From an optimization exercise on the open Yosys and OpenROAD flow, aimed at small area and a short achievable clock period; shortcuts taken in it are not production practice.
Only simulation tests tie the RTL to the original design; equivalence was not proved.
Power figures rest on the tool's default switching activity, not on a simulated workload.

## flow/design.v (module list and top-level ports; edited modules follow where they fit)
// module fsk_rx: 951 lines
module fsk_rx (
    input  wire        clk,
    input  wire        rst,           
    input  wire        in_valid,
    input  wire [15:0] in_i,
    input  wire [15:0] in_q,
    output reg         db_valid,
    output wire [7:0]  db_level,
    output wire [31:0] db_maxsq,
    output reg         hit_valid,
    output reg         byte_valid,
    output wire [7:0]  byte_data,
    output reg         byte_first,
    output reg         byte_last
);
  // ...
==> flow/run.sh <==
#!/bin/bash
# synth_recipe.tcl (not shown) runs the flow's synth.tcl, then flattens the netlist and writes it again
# the make line also repeats each setting of config.mk as NAME=value (left out here)
make -C /OpenROAD-flow-scripts/flow DESIGN_CONFIG=/design/flow/config.mk WORK_HOME=/design/flow/orfs CLKGATE_MAP_FILE= SYNTH_SCRIPT=/design/flow/synth_recipe.tcl finish
==> flow/config.mk <==
export PLATFORM = sky130hd
export DESIGN_NAME = fsk_rx
export DESIGN_NICKNAME = fsk_rx
export VERILOG_FILES = /design/flow/design.v
export SDC_FILE = /design/flow/constraint.sdc
export NUM_CORES = 4
export LEC_CHECK = 0
export CAP_MARGIN = 20
export CORE_MARGIN = 2
export CORE_UTILIZATION = 40
export SLEW_MARGIN = 20
==> flow/constraint.sdc <==
create_clock -name core_clock -period 12.0 [get_ports {clk}]
set_input_delay 2.4000 -clock core_clock [delete_from_list [all_inputs] [get_ports {clk}]]
set_output_delay 2.4000 -clock core_clock [all_outputs]
set_load 0.01 [all_outputs]
==> summary.md, run 1 <==
| Metric | Value |
|---|---|
| Run status | `complete, no violations` |
| Standard cell with the maximum stage delay on the critical path | `nor2_2` |
| Switching part of the total | `0.3947` |
| Worst setup skew after layout | `0.04053 ns` |
| Hold buffer count at cts | `0` |
| Number of fill cells in the layout | `6,930` |
| Violation count after the first detailed-route iteration | `roughly 1,900` |
| Post-synth top area cell | `fa_1` |
| Leading post-synthesis cells by cell area | `fa_1 (19%), dfxtp_1 (17%), edfxtp_1 (13%)` |
| Sum of negative setup slack | `0 ns` |
| Kind of launch point of the worst setup path | `register` |
| Share of the final layout cell area in multi-input gates | `0.5693` |
| Hold-critical path depth | `2` |
| Number of global-route vias before repair | `between 20,000 and 25,000` |
| Number of multi-input combinational cells in the layout | `between 2,000 and 2,500` |
| Arrival @ worst endpoint | `around 6.1 ns` |
| # Taps | `~960` |
| Sinks on Clock Net | `between 300 and 400` |
| Min cycle time layout | `about 5.6 ns` |
| Worst path setup slack after routing | `about 6.4 ns` |
| Family of cells with the greatest summed delay on the critical path | `compound AO/OA/AOI/OAI gates` |
| Number of distinct standard cells referenced by the synthesized netlist | `between 80 and 90` |
| Combinational logic power | `approximately 3000 uW` |
| Top-area cell type share of the netlist area | `0.1866` |
| Most common cell after layout, fill and taps aside | `inv_1` |
| Leakage power | `between 0.01 and 0.015 uW` |
| Gpl congestion | `approximately 1` |
| Post-Layout Cell Count | `4,153` |
| Top post-synthesis cells by count | `inv_1 (350), fa_1 (275), dfxtp_1 (248)` |
| Setup fix buffers added after clock tree synthesis | `0` |
| Peak Freq | `~0.18 GHz` |
| Combinational group share of total power | `0.488` |
| Final Core Density | `0.4479` |
| Maximum number of pins on one net before global-route repair | `85` |
| Starting density of the core | `0.4043` |
| Number of instances in the placed design | `around 4,100` |
| Post-cts repair resize count | `0` |
==> run 2: changes to the inputs <==
--- a/flow/design.v
+++ b/flow/design.v
@@ -27,17 +27,17 @@
     end
     always @(posedge clk) begin
         if (rst)
             rawcnt <= 11'd0;
         else if (v0)
             rawcnt <= rawcnt + 11'd1;
     end
     wire sym_take = v0 & (rawcnt[1:0] == 2'b11);
-    wire [32:0] mag_s, mag_c;
+    wire [32:0] mag_s, mag_c, mag_t;
   wire mt_1, mt_2, mt_3, mt_4, mt_5, mt_6, mt_7, mt_8, mt_9, mt_10, mt_11, mt_12, mt_13, mt_14, mt_15, mt_16;
   wire mt_17, mt_18, mt_19, mt_20, mt_21, mt_22, mt_23, mt_24, mt_25, mt_26, mt_27, mt_28, mt_29, mt_30, mt_31, mt_32;
   wire mt_33, mt_34, mt_35, mt_36, mt_37, mt_38, mt_39, mt_40, mt_41, mt_42, mt_43, mt_44, mt_45, mt_46, mt_47, mt_48;
   wire mt_49, mt_50, mt_51, mt_52, mt_53, mt_54, mt_55, mt_56, mt_57, mt_58, mt_59, mt_60, mt_61, mt_62, mt_63, mt_64;
   wire mt_65, mt_66, mt_67, mt_68, mt_69, mt_70, mt_71, mt_72, mt_73, mt_74, mt_75, mt_76, mt_77, mt_78, mt_79, mt_80;
   wire mt_81, mt_82, mt_83, mt_84, mt_85, mt_86, mt_87, mt_88, mt_89, mt_90, mt_91, mt_92, mt_93, mt_94, mt_95, mt_96;
   wire mt_97, mt_98, mt_99, mt_100, mt_101, mt_102, mt_103, mt_104, mt_105, mt_106, mt_107, mt_108, mt_109, mt_110, mt_111, mt_112;
   wire mt_113, mt_114, mt_115, mt_116, mt_117, mt_118, mt_119, mt_120, mt_121, mt_122, mt_123, mt_124, mt_125, mt_126, mt_127, mt_128;
@@ -54,21 +54,17 @@
   wire mt_289, mt_290, mt_291, mt_292, mt_293, mt_294, mt_295, mt_296, mt_297, mt_298, mt_299, mt_300, mt_301, mt_302, mt_303, mt_304;
   wire mt_305, mt_306, mt_307, mt_308, mt_309, mt_310, mt_311, mt_312, mt_313, mt_314, mt_315, mt_316, mt_317, mt_318, mt_319, mt_320;
   wire mt_321, mt_322, mt_323, mt_324, mt_325, mt_326, mt_327, mt_328, mt_329, mt_330, mt_331, mt_332, mt_333, mt_334, mt_335, mt_336;
   wire mt_337, mt_338, mt_339, mt_340, mt_341, mt_342, mt_343, mt_344, mt_345, mt_346, mt_347, mt_348, mt_349, mt_350, mt_351, mt_352;
   wire mt_353, mt_354, mt_355, mt_356, mt_357, mt_358, mt_359, mt_360, mt_361, mt_362, mt_363, mt_364, mt_365, mt_366, mt_367, mt_368;
   wire mt_369, mt_370, mt_371, mt_372, mt_373, mt_374, mt_375, mt_376, mt_377, mt_378, mt_379, mt_380, mt_381, mt_382, mt_383, mt_384;
   wire mt_385, mt_386, mt_387, mt_388, mt_389, mt_390, mt_391, mt_392, mt_393, mt_394, mt_395, mt_396, mt_397, mt_398, mt_399, mt_400;
   wire mt_401, mt_402, mt_403, mt_404, mt_405, mt_406, mt_407, mt_408, mt_409, mt_410, mt_411, mt_412, mt_413, mt_414, mt_415, mt_416;
-  wire mt_417, mt_418, mt_419, mt_420, mt_421, mt_422, mt_423, mt_424, mt_425, mt_426, mt_427, mt_428, mt_429, mt_430, mt_431, mt_432;
-  wire mt_433, mt_434, mt_435, mt_436, mt_437, mt_438, mt_439, mt_440, mt_441, mt_442, mt_443, mt_444, mt_445, mt_446, mt_447, mt_448;
-  wire mt_449, mt_450, mt_451, mt_452, mt_453, mt_454, mt_455, mt_456, mt_457, mt_458, mt_459, mt_460, mt_461, mt_462, mt_463, mt_464;
-  wire mt_465, mt_466, mt_467, mt_468, mt_469, mt_470, mt_471, mt_472, mt_473, mt_474, mt_475, mt_476, mt_477, mt_478, mt_479, mt_480;
-  wire mt_481, mt_482;
+  wire mt_417, mt_418, mt_419, mt_420, mt_421, mt_422;
   assign mt_1 = (ya[0] & ya[9]) ^ (ya[1] & ya[8]);
   assign mt_2 = (ya[0] & ya[9]) & (ya[1] & ya[8]);
   assign mt_3 = (ya[0] & ya[11]) ^ (ya[1] & ya[10]) ^ (ya[2] & ya[9]);
   assign mt_4 = ((ya[0] & ya[11]) & (ya[1] & ya[10])) | ((ya[0] & ya[11]) & (ya[2] & ya[9])) | ((ya[1] & ya[10]) & (ya[2] & ya[9]));
   assign mt_5 = (ya[3] & ya[8]) ^ (ya[4] & ya[7]);
   assign mt_6 = (ya[3] & ya[8]) & (ya[4] & ya[7]);
   assign mt_7 = (ya[0] & ya[12]) ^ (ya[1] & ya[11]) ^ (ya[2] & ya[10]);
   assign mt_8 = ((ya[0] & ya[12]) & (ya[1] & ya[11])) | ((ya[0] & ya[12]) & (ya[2] & ya[10])) | ((ya[1] & ya[11]) & (ya[2] & ya[10]));
@@ -481,89 +477,31 @@
   assign mt_415 = mt_352 ^ mt_354 ^ mt_355;
   assign mt_416 = (mt_352 & mt_354) | (mt_352 & mt_355) | (mt_354 & mt_355);
   assign mt_417 = mt_356 ^ mt_358 ^ mt_359;
   assign mt_418 = (mt_356 & mt_358) | (mt_356 & mt_359) | (mt_358 & mt_359);
   assign mt_419 = mt_360 ^ mt_362 ^ mt_363;
   assign mt_420 = (mt_360 & mt_362) | (mt_360 & mt_363) | (mt_362 & mt_363);
   assign mt_421 = mt_364 ^ mt_365 ^ (yb[13] & yb[14]);
   assign mt_422 = (mt_364 & mt_365) | (mt_364 & (yb[13] & yb[14])) | (mt_365 & (yb[13] & yb[14]));
-  assign mt_423 = mt_367 ^ yb[0];
-  assign mt_424 = mt_367 & yb[0];
-  assign mt_425 = mt_368 ^ (ya[0] & sa) ^ (yb[0] & sb);
-  assign mt_426 = (mt_368 & (ya[0] & sa)) | (mt_368 & (yb[0] & sb)) | ((ya[0] & sa) & (yb[0] & sb));
-  assign mt_427 = mt_369 ^ yb[1] ^ (yb[1] & sb);
-  assign mt_428 = (mt_369 & yb[1]) | (mt_369 & (yb[1] & sb)) | (yb[1] & (yb[1] & sb));
-  assign mt_429 = mt_370 ^ mt_371 ^ (yb[2] & sb);
-  assign mt_430 = (mt_370 & mt_371) | (mt_370 & (yb[2] & sb)) | (mt_371 & (yb[2] & sb));
-  assign mt_431 = mt_372 ^ mt_373 ^ (yb[3] & sb);
-  assign mt_432 = (mt_372 & mt_373) | (mt_372 & (yb[3] & sb)) | (mt_373 & (yb[3] & sb));
-  assign mt_433 = mt_374 ^ mt_375 ^ mt_277;
-  assign mt_434 = (mt_374 & mt_375) | (mt_374 & mt_277) | (mt_375 & mt_277);
-  assign mt_435 = mt_376 ^ mt_377 ^ mt_281;
-  assign mt_436 = (mt_376 & mt_377) | (mt_376 & mt_281) | (mt_377 & mt_281);
-  assign mt_437 = mt_378 ^ mt_379 ^ mt_285;
-  assign mt_438 = (mt_378 & mt_379) | (mt_378 & mt_285) | (mt_379 & mt_285);
-  assign mt_439 = mt_380 ^ mt_381 ^ mt_289;
-  assign mt_440 = (mt_380 & mt_381) | (mt_380 & mt_289) | (mt_381 & mt_289);
-  assign mt_441 = mt_382 ^ mt_383 ^ mt_293;
-  assign mt_442 = (mt_382 & mt_383) | (mt_382 & mt_293) | (mt_383 & mt_293);
-  assign mt_443 = mt_384 ^ mt_385 ^ mt_297;
-  assign mt_444 = (mt_384 & mt_385) | (mt_384 & mt_297) | (mt_385 & mt_297);
-  assign mt_445 = mt_386 ^ mt_387 ^ mt_301;
-  assign mt_446 = (mt_386 & mt_387) | (mt_386 & mt_301) | (mt_387 & mt_301);
-  assign mt_447 = mt_388 ^ mt_389 ^ mt_305;
-  assign mt_448 = (mt_388 & mt_389) | (mt_388 & mt_305) | (mt_389 & mt_305);
-  assign mt_449 = mt_390 ^ mt_391 ^ mt_309;
-  assign mt_450 = (mt_390 & mt_391) | (mt_390 & mt_309) | (mt_391 & mt_309);
-  assign mt_451 = mt_392 ^ mt_393 ^ mt_313;
-  assign mt_452 = (mt_392 & mt_393) | (mt_392 & mt_313) | (mt_393 & mt_313);
-  assign mt_453 = mt_394 ^ mt_395 ^ mt_317;
-  assign mt_454 = (mt_394 & mt_395) | (mt_394 & mt_317) | (mt_395 & mt_317);
-  assign mt_455 = mt_396 ^ mt_397 ^ mt_321;
-  assign mt_456 = (mt_396 & mt_397) | (mt_396 & mt_321) | (mt_397 & mt_321);
-  assign mt_457 = mt_398 ^ mt_399 ^ mt_325;
-  assign mt_458 = (mt_398 & mt_399) | (mt_398 & mt_325) | (mt_399 & mt_325);
-  assign mt_459 = mt_400 ^ mt_401 ^ mt_329;
-  assign mt_460 = (mt_400 & mt_401) | (mt_400 & mt_329) | (mt_401 & mt_329);
-  assign mt_461 = mt_402 ^ mt_403 ^ mt_333;
-  assign mt_462 = (mt_402 & mt_403) | (mt_402 & mt_333) | (mt_403 & mt_333);
-  assign mt_463 = mt_404 ^ mt_405 ^ mt_337;
-  assign mt_464 = (mt_404 & mt_405) | (mt_404 & mt_337) | (mt_405 & mt_337);
-  assign mt_465 = mt_406 ^ mt_407 ^ mt_341;
-  assign mt_466 = (mt_406 & mt_407) | (mt_406 & mt_341) | (mt_407 & mt_341);
-  assign mt_467 = mt_408 ^ mt_409 ^ mt_345;
-  assign mt_468 = (mt_408 & mt_409) | (mt_408 & mt_345) | (mt_409 & mt_345);
-  assign mt_469 = mt_410 ^ mt_411 ^ mt_349;
-  assign mt_470 = (mt_410 & mt_411) | (mt_410 & mt_349) | (mt_411 & mt_349);
-  assign mt_471 = mt_412 ^ mt_413 ^ mt_353;
-  assign mt_472 = (mt_412 & mt_413) | (mt_412 & mt_353) | (mt_413 & mt_353);
-  assign mt_473 = mt_414 ^ mt_415 ^ mt_357;
-  assign mt_474 = (mt_414 & mt_415) | (mt_414 & mt_357) | (mt_415 & mt_357);
-  assign mt_475 = mt_416 ^ mt_417 ^ mt_361;
-  assign mt_476 = (mt_416 & mt_417) | (mt_416 & mt_361) | (mt_417 & mt_361);
-  assign mt_477 = mt_418 ^ mt_419 ^ (yb[12] & yb[14]);
-  assign mt_478 = (mt_418 & mt_419) | (mt_418 & (yb[12] & yb[14])) | (mt_419 & (yb[12] & yb[14]));
-  assign mt_479 = mt_420 ^ mt_421 ^ yb[14];
-  assign mt_480 = (mt_420 & mt_421) | (mt_420 & yb[14]) | (mt_421 & yb[14]);
-  assign mt_481 = mt_422 ^ mt_366;
-  assign mt_482 = mt_422 & mt_366;
-  assign mag_s = {1'b0, 1'b0, mt_482, mt_480, mt_478, mt_476, mt_474, mt_472, mt_470, mt_468, mt_466, mt_464, mt_462, mt_460, mt_458, mt_456, mt_454, mt_452, mt_450, mt_448, mt_446, mt_444, mt_442, mt_440, mt_438, mt_436, mt_434, mt_432, mt_430, mt_428, mt_426, mt_424, mt_423};
-  assign mag_c = {1'b0, 1'b0, 1'b0, mt_481, mt_479, mt_477, mt_475, mt_473, mt_471, mt_469, mt_467, mt_465, mt_463, mt_461, mt_459, mt_457, mt_455, mt_453, mt_451, mt_449, mt_447, mt_445, mt_443, mt_441, mt_439, mt_437, mt_435, mt_433, mt_431, mt_429, mt_427, mt_425, sb};
-    reg  [32:0] m_s, m_c;
+  assign mag_s = {1'b0, 1'b0, 1'b0, mt_422, mt_420, mt_418, mt_416, mt_414, mt_412, mt_410, mt_408, mt_406, mt_404, mt_402, mt_400, mt_398, mt_396, mt_394, mt_392, mt_390, mt_388, mt_386, mt_384, mt_382, mt_380, mt_378, mt_376, mt_374, mt_372, mt_370, mt_369, mt_368, mt_367};
+  assign mag_c = {1'b0, 1'b0, 1'b0, mt_366, mt_421, mt_419, mt_417, mt_415, mt_413, mt_411, mt_409, mt_407, mt_405, mt_403, mt_401, mt_399, mt_397, mt_395, mt_393, mt_391, mt_389, mt_387, mt_385, mt_383, mt_381, mt_379, mt_377, mt_375, mt_373, mt_371, yb[1], (ya[0] & sa), yb[0]};
+  assign mag_t = {1'b0, 1'b0, 1'b0, 1'b0, yb[14], (yb[12] & yb[14]), mt_361, mt_357, mt_353, mt_349, mt_345, mt_341, mt_337, mt_333, mt_329, mt_325, mt_321, mt_317, mt_313, mt_309, mt_305, mt_301, mt_297, mt_293, mt_289, mt_285, mt_281, mt_277, (yb[3] & sb), (yb[2] & sb), (yb[1] & sb), (yb[0] & sb), sb};
+    reg  [32:0] m_s, m_c, m_t;
     reg         v1, first1, last1;
     always @(posedge clk) begin
         v1     <= v0 & ~rst;
         first1 <= (rawcnt == 11'd0);
         last1  <= (rawcnt == 11'd2047);
         m_s    <= mag_s;
         m_c    <= mag_c;
+        m_t    <= mag_t;
     end
-    wire [31:0] mag    = m_s[31:0] + m_c[31:0];
-    wire [32:0] diff   = m_s + m_c + {1'b1, ~curmax};
+    wire [31:0] mag    = m_s[31:0] + m_c[31:0] + m_t[31:0];
+    wire [32:0] diff   = m_s + m_c + m_t + {1'b1, ~curmax};
     reg  [31:0] curmax;
     reg  [31:0] xmax;
     wire        take_new = first1 | ~diff[32];
     wire        buf_done = v1 & last1;
     reg         buf_done2;
     always @(posedge clk) begin
         if (v1 & take_new)
             curmax <= mag;
@@ -708,26 +646,34 @@
             8'd130: db_thr = 32'd1701766108;
             8'd131: db_thr = 32'd2142396598;
             default: db_thr = {32{r[7]}};    
             endcase
         end
     endfunction
     reg  [7:0] lvl;           
     reg  [7:0] sar_bit;       
+    reg        sar_cmp;       
+    reg [31:0] thr;
     wire [7:0] r_cur   = {~lvl[7], lvl[6:0]};
     wire [7:0] r_trial = r_cur | sar_bit;
-    wire       r_keep  = (xmax >= db_thr(r_trial));
+    wire       r_keep  = sar_cmp & (xmax >= thr);
     always @(posedge clk) begin
+        thr <= db_thr(r_trial);
         if (rst) begin
             sar_bit  <= 8'd0;
+            sar_cmp  <= 1'b0;
             db_valid <= 1'b0;
         end else begin
-            sar_bit  <= buf_done2 ? 8'h80 : {1'b0, sar_bit[7:1]};
-            db_valid <= sar_bit[0];
+            if (buf_done2)
+                sar_bit <= 8'h80;
+            else if (sar_cmp)
+                sar_bit <= {1'b0, sar_bit[7:1]};
+            sar_cmp  <= ~buf_done2 & ~sar_cmp & (sar_bit != 8'd0);
+            db_valid <= sar_cmp & sar_bit[0];
         end
         if (buf_done2)
             lvl <= 8'h80;
         else if (r_keep)
             lvl <= {~r_trial[7], r_trial[6:0]};
     end
     assign db_level = lvl;
     reg  [15:0] pi, pq;         
==> summary.md, run 2 <==
| Metric | Value |
|---|---|
| Global-route wire length before repair | `approximately 130,000 um` |
| Worst IR drop on VDD | `0.1384 mV` |
| Total detailed-routing wirelength | `between 80,000 and 90,000 um` |
| Number of flip-flops and latches in the synthesized netlist | `roughly 440` |
| Top_reg_cell synth | `dfxtp_1` |
| Clock tree from TritonCTS | `done` |
| Peak Freq | `0.2381 GHz (+33%)` |
| Antenna violations before repair | `0` |
| First-pass detailed-route iteration total | `6` |
| Synthesis Warnings | `1` |
| Largest regs | `curmax x32, thr x32, xmax x32` |
| Most common cell after layout, fill and taps aside | `inv_1` |
| Die ar. | `roughly 0.078 mm2` |
| Tightest slew margin relative to the limit | `0.3502` |
| Commonest non-fill, non-tap cells in the layout | `inv_1 (354), dfxtp_1 (308), nand2_1 (299)` |
| Hold buffer count at cts | `0 (unchanged)` |
| FFs w/ async S/R, synth | `0` |
| Buffer depth of the longest clock path | `3` |
| Htree depth | `2` |
| Post-synth top area cell | `dfxtp_1` |
| # Max-Cap Violations | `0` |
| Starting density of the core | `0.4026 (-0.001652)` |
| Routed length per placed instance | `between 15 and 20 um` |
| Number of instances in the placed design | `4,086 (+0.47%)` |
| Kind of launch point of the worst setup path | `register` |
| Cell row count | `between 100 and 150` |
| Setup fix buffers added after clock tree synthesis | `0 (unchanged)` |
| Min-Delay Path Class | `reg -> reg` |
| Number of fill cells in the layout | `7,274 (+5.0%)` |
| Y dimension of the die | `279.8 um` |
| Share of the cycle needed by the critical path after routing | `0.3499` |
| Layout cell share with drive strength beyond 1 | `0.05556` |
| Leading post-synthesis cells by cell area | `dfxtp_1 (20%), fa_1 (18%), edfxtp_1 (13%)` |
| Gpl congestion | `1.002 (+0.67%)` |
| Crit. End Element | `output pin` |
| Area taken by multi-input logic gates | `roughly 0.018 mm2` |
| Min cycle time layout | `4.199 ns (-1.398 ns)` |
| Internal reg-to-reg setup slack | `slightly above 8 ns` |
| Startpoint of the tightest hold check path | `last1` |
| Cell at the root of the clock tree | `clkbuf_16` |
| Number of distinct standard cells referenced by the synthesized netlist | `94 (+8.0%)` |
| Hold-critical path depth | `2 (unchanged)` |
| Sum of negative setup slack | `0 ns (unchanged)` |
| EDFF count, synth | `between 100 and 150` |
| Latest clock arrival within the worst-skew pair | `0.64 ns` |
| Detail Placement HPWL | `about 60,000 um` |
| Die width | `279.8 um` |
| Via density | `around 5.5` |
| Number of clock buffers inserted by TritonCTS | `about 50` |
| Number of nets with antenna violations after routing | `0` |
| Gr usage total | `0.2094` |
| End of the worst register-to-register path | `acc[21]` |
| Final-report max-slew violation count | `0` |
| Ordered cell list for the critical path | `clkdlybuf4s50_1` |
| Standard cell with the maximum stage delay on the critical path | `clkdlybuf4s50_1` |
| Top post-synthesis cells by count | `inv_1 (354), dfxtp_1 (308), nand2_1 (299)` |
| Synthesis-to-finish area growth | `11.10%` |
| Violation count after the first detailed-route iteration | `2,168 (+15%)` |
| Count of antenna diodes in the layout | `0` |
| Global route overflow | `0` |
| DRC viols | `0` |
| Reg-to-reg critical path startpoint | `st[1]` |
| Setup CP Type | `reg -> out` |
| Synth Cell Area | `between 0.03 and 0.04 mm2` |
| Sequential-to-total area share from yosys stat | `0.3280` |
| Boundary pin count | `between 80 and 90` |
| Arrival @ worst endpoint | `1.80 ns (-4.29 ns)` |
| Highest net fanout along the worst path | `8` |
| Maximum number of pins on one net before global-route repair | `54 (-36%)` |
| Number of instances in the synthesized netlist | `between 3,000 and 4,000` |
| Syn_area_per_cell | `~9.5 um2` |
| Post-CTS clock slew at the launch and capture registers of the worst setup and hold paths | `0.06 ns` |
| Critical path startpoint | `lvl[2]` |
| Worst setup skew after layout | `0.04686 ns (+0.006333 ns)` |
| Total number of vias | `approximately 23,000` |
| Post-Layout Cell Count | `4,182 (+0.70%)` |
| Most frequent cell after synthesis | `inv_1` |
| Combined buffer and inverter count along the critical path | `1` |
| Run status | `complete, no violations` |
| Number of global-route vias before repair | `22,830 (+1.7%)` |
| Storage element area | `around 0.01 mm2` |
| Number of I/O port buffers | `87` |
| Leakage power | `0.01414 uW (+3.5%)` |
| Final number of setup-violating endpoints | `0` |
| Floorplan Core Area | `0.07557 mm2` |
| Worst Tran Pin Value | `about 0.97 ns` |
| Top-area cell type share of the netlist area | `0.2026 (+0.01600)` |
| Reg2reg path depth | `13` |
| Net count of the mapped netlist | `3,702` |
| Family of cells with the greatest summed delay on the critical path | `buffers and inverters` |
| Unrepaired setup endpoints after global routing | `no` |
| Final net count | `between 3,000 and 4,000` |
| Slowest stage delay, CP | `between 0.6 and 0.7 ns` |
| Sinks on Clock Net | `435 (+16%)` |
| Worst Hold End | `buf_done2` |
| Final hold violation count | `0` |
| Post-cts repair resize count | `0 (unchanged)` |
| Pwr Density | `between 200 and 250 mW/mm2` |
| Required @ worst endpoint | `9.60 ns` |
| Final Core Density | `0.4473 (-0.0005080)` |
[run 2: changes by cell type after synthesis, moves of 12 or more]
cell and change:
a21oi_1 -12, clkbuf_1 -17, dfxtp_1 +60, maj3_1 -15, nand2_1 +53, nor2_1 -26, o21ai_0 -32, o22ai_1 -19
[run 2: tightest hold or removal path: stages (launching register included)]
cell,delay (ns)
dfxtp_1,0.29
nand2_1,0.05
nor2_1,0.03
[run 2: layer usage]
metal | vias to the layer above | track usage | part of all wire
met5 | - | 0 | 0
met4 | 0 | 0.07240 | 0.036
met3 | 204 | 0.03845 | 0.069
met2 | 909 | 0.3226 | 0.44
met1 | 11250 | 0.2954 | 0.45
li1 | 10770 | - | -
[run 2: cell families after synthesis]
logic type      after synthesis  share of synthesized area
xor+xnor                    105                    0.03022
compound gates              645                     0.1393
buf+inv                     550                    0.07126
simple gates                936                     0.1517
flops                       435                     0.3280
mux                          35                    0.01250
fa+ha+maj                   485                     0.2670
[run 2: through the flow]
stage / hold WS [ns] / worst slack (ns) / power (uW) / area (um2)
after global placement: 0.4158 / 8.093 / 6100 / 31910
after CTS: 0.4142 / 7.765 / 7913 / 33800
after detailed placement: 0.4125 / 8.120 / 6163 / 31910
final: 0.4143 / 7.801 / 7848 / 33810
after global routing: 0.4444 / 7.698 / 8584 / 33810
after floorplan: 0.3847 / 8.132 / 5131 / 30430
[run 2: worst max path at each step]
stage | to | slack, ns | depth (start not counted)
after detailed placement | curmax[26] | 8.12 | 14
after floorplan | curmax[0] | 8.13 | 13
after global placement | pc[12] | 8.09 | 8
after CTS | db_level[2] | 7.76 | 1
final | db_level[2] | 7.80 | 1
after global routing | acc[21] | 7.70 | 13
[run 2: area by class of cell]
type                            instances  share of cell area
Multi-Input combinational cell       2206              0.5422
Sequential cell                       435              0.2952
Inverter                              356             0.03953
Clock buffer                           55             0.03942
Tap cell                              978             0.03620
Timing Repair Buffer                  111             0.03094
Clock inverter                         41             0.01651
[run 2: power breakdown]
group / internal [uW] / switching [uW] / total, uW
sequential: 1910 / 205 / 2110
combinational: 1780 / 2250 / 4030
clock: 1020 / 687 / 1700

## re-timing with driven ports
The results above use ideal ports. As a check the final layouts listed here were re-extracted and re-timed, cells and wires unchanged.
Step 1 sets driving cells, clkbuf_16 on the clock port and buf_2 on the other inputs (assumed; they add their load-dependent delay and slew).
Step 2 times the ports against the registers' clock, not the clock port: input delays grow and output delays shrink by t, the midpoint of the rising clock arrivals with the driver on.
a / b / c = no drivers / after step 1 / after step 2; a / b = the first two.
run | t, ns | setup slack, ns | worst setup path after step 2
run 1 | 0.639 | 6.402 / 6.402 / 6.402 | register to register
run 2 | 0.684 | 7.801 / 7.737 / 8.079 | register to register
After both steps every run listed still meets setup and hold.
